This is an optimization exercise on Yosys and OpenROAD, whose aim is small area, a short achievable clock period and few clock cycles per item, not a production implementation.
The RTL was checked by simulation tests, not by an equivalence proof against the original design.
No activity file was given, so power comes from the tool's default toggle rates.

Setup of exp/fjord:
==> flow/design.v <==
module nco_phase_step (
    input  wire        clk,
    input  wire        rst,         
    input  wire        in_valid,
    output wire        in_ready,
    input  wire [63:0] phase_in,
    input  wire [63:0] inc_in,
    output wire        out_valid,
    output reg  [63:0] phase_out,
    output reg  [31:0] p_out
);
    localparam [63:0] NAN64 = 64'h7FF8000000000000;
    localparam [31:0] NAN32 = 32'h7FC00000;
    localparam [53:0] YM1   = {1'b0, 1'b1, 52'h921FB54442D18};    
    localparam [53:0] YM2   = {1'b1, 52'h921FB54442D18, 1'b0};    
    reg         ready_q;
    assign in_ready = ready_q;
    wire accept = in_valid & ready_q;
    wire [10:0] i_ae = phase_in[62:52];
    wire [10:0] i_be = inc_in[62:52];
    wire in_slow = (i_ae >= 11'd1026) | (i_be >= 11'd1026) | (phase_in[63] ^ inc_in[63]);
    reg         r0_valid, r0_slow;
    reg  [63:0] r0_a, r0_b;
    always @(posedge clk) begin
        r0_valid <= ~rst & accept;
        r0_slow  <= in_slow;
        r0_a     <= phase_in;
        r0_b     <= inc_in;
    end
    wire [10:0] a_e = r0_a[62:52];
    wire [10:0] b_e = r0_b[62:52];
    wire [10:0] a_ee = (a_e == 11'd0) ? 11'd1 : a_e;
    wire [10:0] b_ee = (b_e == 11'd0) ? 11'd1 : b_e;
    wire [11:0] d_ab = {1'b0, a_ee} - {1'b0, b_ee};
    wire [10:0] d_ba = b_ee - a_ee;
    wire        swap  = d_ab[11];                  
    wire        equal = r0_b[62:0] == r0_a[62:0];
    wire [62:0] bgo   = swap ? r0_b[62:0] : r0_a[62:0];
    wire [62:0] sml   = swap ? r0_a[62:0] : r0_b[62:0];
    wire        eff_sub = r0_a[63] ^ r0_b[63];
    wire [10:0] dd    = swap ? d_ba : d_ab[10:0];
    wire [5:0]  d     = (dd > 11'd63) ? 6'd63 : dd[5:0];
    reg  [55:0] ca;
    integer     lv;
    always @(*) begin
        ca  = {sml[62:52] != 11'd0, sml[51:0], 3'b000};
        for (lv = 3; lv < 6; lv = lv + 1)
            if (d[lv]) ca = ca >> (1 << lv);
    end
    function automatic [7:0] pre_or(input [52:0] m);
        integer k;
        begin
            pre_or[0] = 1'b0;
            for (k = 1; k < 8; k = k + 1)
                pre_or[k] = ({m, 3'b000} & ((56'd1 << (8 * k)) - 56'd1)) != 56'd0;
        end
    endfunction
    wire [7:0] po_a = pre_or({a_e != 11'd0, r0_a[51:0]});
    wire [7:0] po_b = pre_or({b_e != 11'd0, r0_b[51:0]});
    wire [2:0] dk   = d[5:3];
    wire       cst  = swap ? po_a[dk] : po_b[dk];
    reg         r1_valid, r1_nan, r1_slow, r1_sub, r1_zero, r1_s, r1_st;
    reg  [62:0] r1_big;
    reg  [55:0] r1_small;
    reg  [2:0]  r1_d;
    always @(posedge clk) begin
        r1_valid <= ~rst & r0_valid;
        r1_nan   <= (a_e == 11'h7FF) | (b_e == 11'h7FF);
        r1_slow  <= r0_slow;
        r1_sub   <= eff_sub;
        r1_zero  <= eff_sub & equal;
        r1_s     <= swap ? r0_b[63] : r0_a[63];
        r1_big   <= bgo;
        r1_small <= ca;
        r1_st    <= cst;
        r1_d     <= d[2:0];
    end
    wire [10:0] b_bge  = r1_big[62:52];
    wire [55:0] big_x  = {b_bge != 11'd0, r1_big[51:0], 3'b000};
    reg  [55:0] al;
    reg         stk;
    always @(*) begin
        al  = r1_small;
        stk = r1_st;
        for (lv = 0; lv < 3; lv = lv + 1) begin
            if (r1_d[lv]) begin
                stk = stk | ((al & ((56'd1 << (1 << lv)) - 56'd1)) != 56'd0);
                al  = al >> (1 << lv);
            end
        end
    end
    wire [55:0] small_x = {al[55:1], al[0] | stk};
    wire [56:0] raw = r1_sub ? ({1'b0, big_x} - {1'b0, small_x})
                             : ({1'b0, big_x} + {1'b0, small_x});
    reg         r2_valid, r2_nan, r2_slow, r2_zero, r2_s, r2_sub, r2_ee1;
    reg  [56:0] r2_raw;
    reg  [10:0] r2_ee;
    always @(posedge clk) begin
        r2_valid <= ~rst & r1_valid;
        r2_nan   <= r1_nan;
        r2_slow  <= r1_slow;
        r2_zero  <= r1_zero;
        r2_s     <= r1_s & ~r1_zero;
        r2_sub   <= r1_sub;
        r2_raw   <= raw;
        r2_ee    <= (b_bge == 11'd0) ? 11'd1 : b_bge;
        r2_ee1   <= (b_bge[10:1] == 10'd0);
    end
    wire        neg = r2_sub & r2_raw[56];
    reg  [52:0] nm;
    reg         ng, nst;
    reg  [1:0]  nsel;                  
    always @(*) begin
        if (neg) begin
            nm = ~r2_raw[55:3]; ng = 1'b1; nst = 1'b1; nsel = 2'd1;
        end else if (r2_raw[56]) begin
            nm = r2_raw[56:4]; ng = r2_raw[3]; nst = r2_raw[2] | r2_raw[1] | r2_raw[0];
            nsel = 2'd2;
        end else if (r2_raw[55] || r2_ee1) begin
            nm = r2_raw[55:3]; ng = r2_raw[2]; nst = r2_raw[1] | r2_raw[0];
            nsel = 2'd1;
        end else begin
            nm = r2_raw[54:2]; ng = r2_raw[1]; nst = r2_raw[0];
            nsel = 2'd0;
        end
    end
    wire        up   = ng & (nst | nm[0] | neg);
    wire [53:0] rm   = {1'b0, nm} + {53'd0, up};
    wire [52:0] c_m  = {rm[53] | rm[52], rm[51:0]};     
    wire [10:0] e_m1 = r2_ee - 11'd1;
    wire [10:0] e_p1 = r2_ee + 11'd1;
    wire [10:0] e_p2 = r2_ee + 11'd2;
    wire [10:0] e_lo = (nsel == 2'd0) ? e_m1 : (nsel == 2'd1) ? r2_ee : e_p1;
    wire [10:0] e_hi = (nsel == 2'd0) ? r2_ee : (nsel == 2'd1) ? e_p1 : e_p2;
    wire [10:0] c_e  = rm[53] ? e_hi : e_lo;
    function automatic ge_ee(input [10:0] ee, input [1:0] ns, input cy, input [11:0] t);
        reg [3:0] g;
        reg       h0, h1;
        begin
            g[0] = {1'b0, ee} >= t + 12'd1;
            g[1] = {1'b0, ee} >= t;
            g[2] = {1'b0, ee} >= t - 12'd1;
            g[3] = {1'b0, ee} >= t - 12'd2;
            h0 = g[ns];
            h1 = g[ns + 2'd1];
            ge_ee = cy ? h1 : h0;
        end
    endfunction
    wire        c_ovf  = ge_ee(r2_ee, nsel, rm[53], 12'd2047);
    wire        c_ge25 = ge_ee(r2_ee, nsel, rm[53], 12'd1025);
    wire        c_ge26 = ge_ee(r2_ee, nsel, rm[53], 12'd1026);
    wire        c_ge27 = ge_ee(r2_ee, nsel, rm[53], 12'd1027);
    wire        c_gt1  = ge_ee(r2_ee, nsel, rm[53], 12'd2);
    wire        c_nan  = r2_nan | c_ovf;
    wire        c_nc   = r2_slow & ~c_nan & ~r2_zero & ~c_ge25 & c_gt1;
    wire        c_lp   = r2_slow & ~c_nan & ~r2_zero & c_ge27;
    reg         r3_valid, r3_nan, r3_slow, r3_s;
    reg         r3_fm;       
    reg         r3_d26;      
    reg         r3_lp;       
    reg         r3_nc;       
    reg  [10:0] r3_e;
    reg  [52:0] r3_m;
    wire nstep = r3_nc & ~r3_m[52];
    wire loop  = r3_valid & (r3_lp | nstep);
    wire [53:0] x   = (r3_d26 | nstep) ? {r3_m, 1'b0} : {1'b0, r3_m};
    wire [54:0] dx1 = {1'b0, x} - {1'b0, YM1};
    wire [54:0] dx2 = {1'b0, x} - {1'b0, YM2};
    wire [52:0] r   = (r3_fm & ~dx2[54]) ? dx2[52:0] :
                      (r3_fm & ~dx1[54]) ? dx1[52:0] : x[52:0];
    wire e_ge1028 = (r3_e >= 11'd1028);
    always @(posedge clk) begin
        if (loop) begin
            r3_m <= r;
            r3_e <= r3_e - 11'd1;
            r3_lp <= r3_lp & e_ge1028;
            r3_nc <= r3_nc & (r3_e > 11'd2);
        end else begin
            r3_nan  <= c_nan;
            r3_slow <= r2_slow;
            r3_s    <= r2_s ^ neg;
            r3_e    <= r2_zero ? 11'd1 : c_e;
            r3_m    <= c_m;
            r3_fm   <= ~r2_zero & c_ge25;
            r3_d26  <= ~r2_zero & c_ge26;
            r3_lp   <= c_lp;
            r3_nc   <= c_nc;
        end
    end
    wire [10:0] ksub = 11'd897 - r3_e;
    reg         r4_valid, r4_nan, r4_s, r4_fm, r4_sub;
    reg  [52:0] r4_r;
    reg  [10:0] r4_eb;
    reg  [4:0]  r4_ks;
    always @(posedge clk) begin
        r4_valid <= ~rst & r3_valid & ~loop;
        r4_nan   <= r3_nan;
        r4_s     <= r3_s;
        r4_fm    <= r3_fm;
        r4_sub   <= ~r3_fm & ~(r3_m[52] & (r3_e >= 11'd897));
        r4_r     <= r;
        r4_eb    <= r3_fm ? 11'd1025 : r3_e;
        r4_ks    <= (r3_e <= 11'd871) ? 5'd26 : ksub[4:0];
    end
    reg  [5:0]  lzr;
    integer     j;
    always @(*) begin
        lzr = 6'd53;
        for (j = 0; j < 53; j = j + 1)
            if (r4_r[j]) lzr = 6'd52 - j[5:0];
    end
    wire [5:0]  lz = r4_fm ? lzr : 6'd0;
    wire [52:0] mn = r4_r << lz;
    wire [10:0] en = r4_eb - {5'd0, lz};
    wire [63:0] ph = r4_nan ? NAN64 : {r4_s, mn[52] ? en : 11'd0, mn[51:0]};
    reg  [25:0] ts;
    integer     lv2;
    always @(*) begin
        ts = {r4_r[52:29], r4_r[28], r4_r[27:0] != 28'd0};
        for (lv2 = 0; lv2 < 5; lv2 = lv2 + 1) begin
            if (r4_ks[lv2])
                ts = {26'd0, ts} >> (1 << lv2) |
                     {25'd0, (ts & ((26'd1 << (1 << lv2)) - 26'd1)) != 26'd0};
        end
    end
    wire [25:0] tn  = {mn[52:29], mn[28], mn[27:0] != 28'd0};
    wire [25:0] t   = r4_sub ? ts : tn;
    wire [10:0] e32 = en - 11'd896;
    wire [7:0]  ef  = (~r4_sub & mn[52]) ? e32[7:0] : 8'd0;
    wire        nup = t[1] & (t[0] | t[2]);
    wire [30:0] pb  = {ef, t[24:2]} + {30'd0, nup};
    wire [31:0] pn  = r4_nan ? NAN32 : {r4_s, pb};
    reg r5_valid;
    assign out_valid = r5_valid;
    always @(posedge clk) begin
        r5_valid  <= ~rst & r4_valid;
        phase_out <= ph;
        p_out     <= pn;
    end
    always @(posedge clk) begin
        if (rst) begin
            r3_valid <= 1'b0;
            ready_q  <= 1'b1;
        end else begin
            if (!loop) r3_valid <= r2_valid;
            if (accept & in_slow)
                ready_q <= 1'b0;
            else if (r3_valid & r3_slow & ~loop)
                ready_q <= 1'b1;
        end
    end
endmodule
Settings: LEC_CHECK=0, CAP_MARGIN=20, CORE_MARGIN=2, CORE_UTILIZATION=40, SLEW_MARGIN=20; clock period 25.0 ns.
run.sh (not shown) runs the stock make flow with config.mk's settings and CLKGATE_MAP_FILE= SYNTH_SCRIPT=/design/flow/synth_recipe.tcl, a recipe that flattens the netlist after the stock synthesis.
Testbench counts of exp/fjord, summed over its fixed seeds: cycles 3,248, items 3,200.
What exp/pepper does differently from exp/fjord at the input level:
--- a/flow/design.v
+++ b/flow/design.v
@@ -17,38 +17,47 @@
     assign in_ready = ready_q;
     wire accept = in_valid & ready_q;
     wire [10:0] i_ae = phase_in[62:52];
     wire [10:0] i_be = inc_in[62:52];
     wire in_slow = (i_ae >= 11'd1026) | (i_be >= 11'd1026) | (phase_in[63] ^ inc_in[63]);
-    reg         r0_valid, r0_slow;
+    wire        i_gth = i_be[10:5] >  i_ae[10:5];
+    wire        i_eqh = i_be[10:5] == i_ae[10:5];
+    wire        i_gtl = i_be[4:0]  >  i_ae[4:0];
+    reg         r0_valid, r0_slow, r0_gth, r0_eqh, r0_gtl;
     reg  [63:0] r0_a, r0_b;
     always @(posedge clk) begin
         r0_valid <= ~rst & accept;
         r0_slow  <= in_slow;
         r0_a     <= phase_in;
         r0_b     <= inc_in;
+        r0_gth   <= i_gth;
+        r0_eqh   <= i_eqh;
+        r0_gtl   <= i_gtl;
     end
     wire [10:0] a_e = r0_a[62:52];
     wire [10:0] b_e = r0_b[62:52];
-    wire [10:0] a_ee = (a_e == 11'd0) ? 11'd1 : a_e;
-    wire [10:0] b_ee = (b_e == 11'd0) ? 11'd1 : b_e;
-    wire [11:0] d_ab = {1'b0, a_ee} - {1'b0, b_ee};
+    wire        swap  = r0_gth | (r0_eqh & r0_gtl);     
+    wire [10:0] a_ee = {a_e[10:1], a_e[0] | (a_e[10:1] == 10'd0)};
+    wire [10:0] b_ee = {b_e[10:1], b_e[0] | (b_e[10:1] == 10'd0)};
+    wire [10:0] d_ab = a_ee - b_ee;
     wire [10:0] d_ba = b_ee - a_ee;
-    wire        swap  = d_ab[11];                  
+    wire [5:0]  c_ab = (d_ab[10:6] != 5'd0) ? 6'd63 : d_ab[5:0];
+    wire [5:0]  c_ba = (d_ba[10:6] != 5'd0) ? 6'd63 : d_ba[5:0];
     wire        equal = r0_b[62:0] == r0_a[62:0];
     wire [62:0] bgo   = swap ? r0_b[62:0] : r0_a[62:0];
     wire [62:0] sml   = swap ? r0_a[62:0] : r0_b[62:0];
     wire        eff_sub = r0_a[63] ^ r0_b[63];
-    wire [10:0] dd    = swap ? d_ba : d_ab[10:0];
-    wire [5:0]  d     = (dd > 11'd63) ? 6'd63 : dd[5:0];
+    wire [5:0]  d     = swap ? c_ba : c_ab;
     reg  [55:0] ca;
     integer     lv;
     always @(*) begin
         ca  = {sml[62:52] != 11'd0, sml[51:0], 3'b000};
         for (lv = 3; lv < 6; lv = lv + 1)
             if (d[lv]) ca = ca >> (1 << lv);
     end
+    wire [55:0] ca4 = d[2] ? {4'd0, ca[55:4]} : ca;
+    wire        cs4 = d[2] & (ca[3:0] != 4'd0);
     function automatic [7:0] pre_or(input [52:0] m);
         integer k;
         begin
             pre_or[0] = 1'b0;
             for (k = 1; k < 8; k = k + 1)
@@ -56,35 +65,35 @@
         end
     endfunction
     wire [7:0] po_a = pre_or({a_e != 11'd0, r0_a[51:0]});
     wire [7:0] po_b = pre_or({b_e != 11'd0, r0_b[51:0]});
     wire [2:0] dk   = d[5:3];
-    wire       cst  = swap ? po_a[dk] : po_b[dk];
+    wire       cst  = (swap ? po_a[dk] : po_b[dk]) | cs4;
     reg         r1_valid, r1_nan, r1_slow, r1_sub, r1_zero, r1_s, r1_st;
     reg  [62:0] r1_big;
     reg  [55:0] r1_small;
-    reg  [2:0]  r1_d;
+    reg  [1:0]  r1_d;
     always @(posedge clk) begin
         r1_valid <= ~rst & r0_valid;
         r1_nan   <= (a_e == 11'h7FF) | (b_e == 11'h7FF);
         r1_slow  <= r0_slow;
         r1_sub   <= eff_sub;
         r1_zero  <= eff_sub & equal;
         r1_s     <= swap ? r0_b[63] : r0_a[63];
         r1_big   <= bgo;
-        r1_small <= ca;
+        r1_small <= ca4;
         r1_st    <= cst;
-        r1_d     <= d[2:0];
+        r1_d     <= d[1:0];
     end
     wire [10:0] b_bge  = r1_big[62:52];
     wire [55:0] big_x  = {b_bge != 11'd0, r1_big[51:0], 3'b000};
     reg  [55:0] al;
     reg         stk;
     always @(*) begin
         al  = r1_small;
         stk = r1_st;
-        for (lv = 0; lv < 3; lv = lv + 1) begin
+        for (lv = 0; lv < 2; lv = lv + 1) begin
             if (r1_d[lv]) begin
                 stk = stk | ((al & ((56'd1 << (1 << lv)) - 56'd1)) != 56'd0);
                 al  = al >> (1 << lv);
             end
         end
--- outcome ---
- Across both runs, final weighted congestion in routability-driven placement was higher for exp/pepper than for exp/fjord.
- Run comparison: exp/fjord critical path capture point r1_small[6]$_DFF_P_; exp/pepper critical path capture point p_out[30]$_SDFF_PP1_
- Comparing exp/fjord and exp/pepper, the lower multi-input logic cell count is on exp/fjord.
- exp/fjord reports its critical-path cell with the highest stage delay as sky130_fd_sc_hd__nand3_1 while exp/pepper reports sky130_fd_sc_hd__clkinv_2.
- [exp/pepper] combinational power rose 15% relative to exp/fjord
- r0_b[53]$_DFF_P_ as the start point of the critical path was reported by exp/fjord, and r4_r[20]$_DFF_P_ by exp/pepper.
- Area enclosed by the die boundary: lower on exp/pepper
- Slew of the pin with the lowest slew margin: exp/pepper higher than exp/fjord
- Between exp/fjord and exp/pepper, the CTS H-tree depth figures differ only marginally.
- Compared with exp/fjord, exp/pepper shows time the final worst path needs with I/O delays and setup higher by 320 ps.
- exp/pepper vs. exp/fjord: share of total power in combinational logic saw an increase, worst reg2reg path depth saw a decrease, y dimension of the die saw a decrease, worst setup slack saw a decrease, met1 track demand over resource in global routing saw a decrease.
- exp/pepper does better than exp/fjord on power in the clock group.
Testbench counts of exp/pepper, summed over its fixed seeds: cycles 3,248, items 3,200.

-- what the ideal ports hide --
The results above use ideal ports. As a check the final layouts listed here were re-extracted and re-timed, cells and wires unchanged.
Step 1 (the two cells are an assumption about what drives the block):
set clk [get_ports {clk}]
set_driving_cell -lib_cell sky130_fd_sc_hd__clkbuf_16 $clk
set_driving_cell -lib_cell sky130_fd_sc_hd__buf_2 [delete_from_list [all_inputs] $clk]
Step 2, shift: input delay + t, output delay - t, t = (earliest + latest rising clock arrival at the registers) / 2. This alone moves slack from input paths to output paths.
Three values: ideal ports, drivers, drivers and shift; two values: the first two.
run | shift t [ns] | slack for setup (ns) | hold WS [ns] | worst register clock-pin slew, ns | worst data-port slew with drivers (ns)
exp/fjord | 0.711 | 17.848 / 17.848 / 17.848 | 0.325 / 0.325 / 0.325 | 0.06 / 0.06 | 0.10
exp/pepper | 0.686 | 17.524 / 17.524 / 17.524 | 0.322 / 0.322 / 0.322 | 0.07 / 0.07 | 0.09
After both steps setup and hold are still met in every run listed.
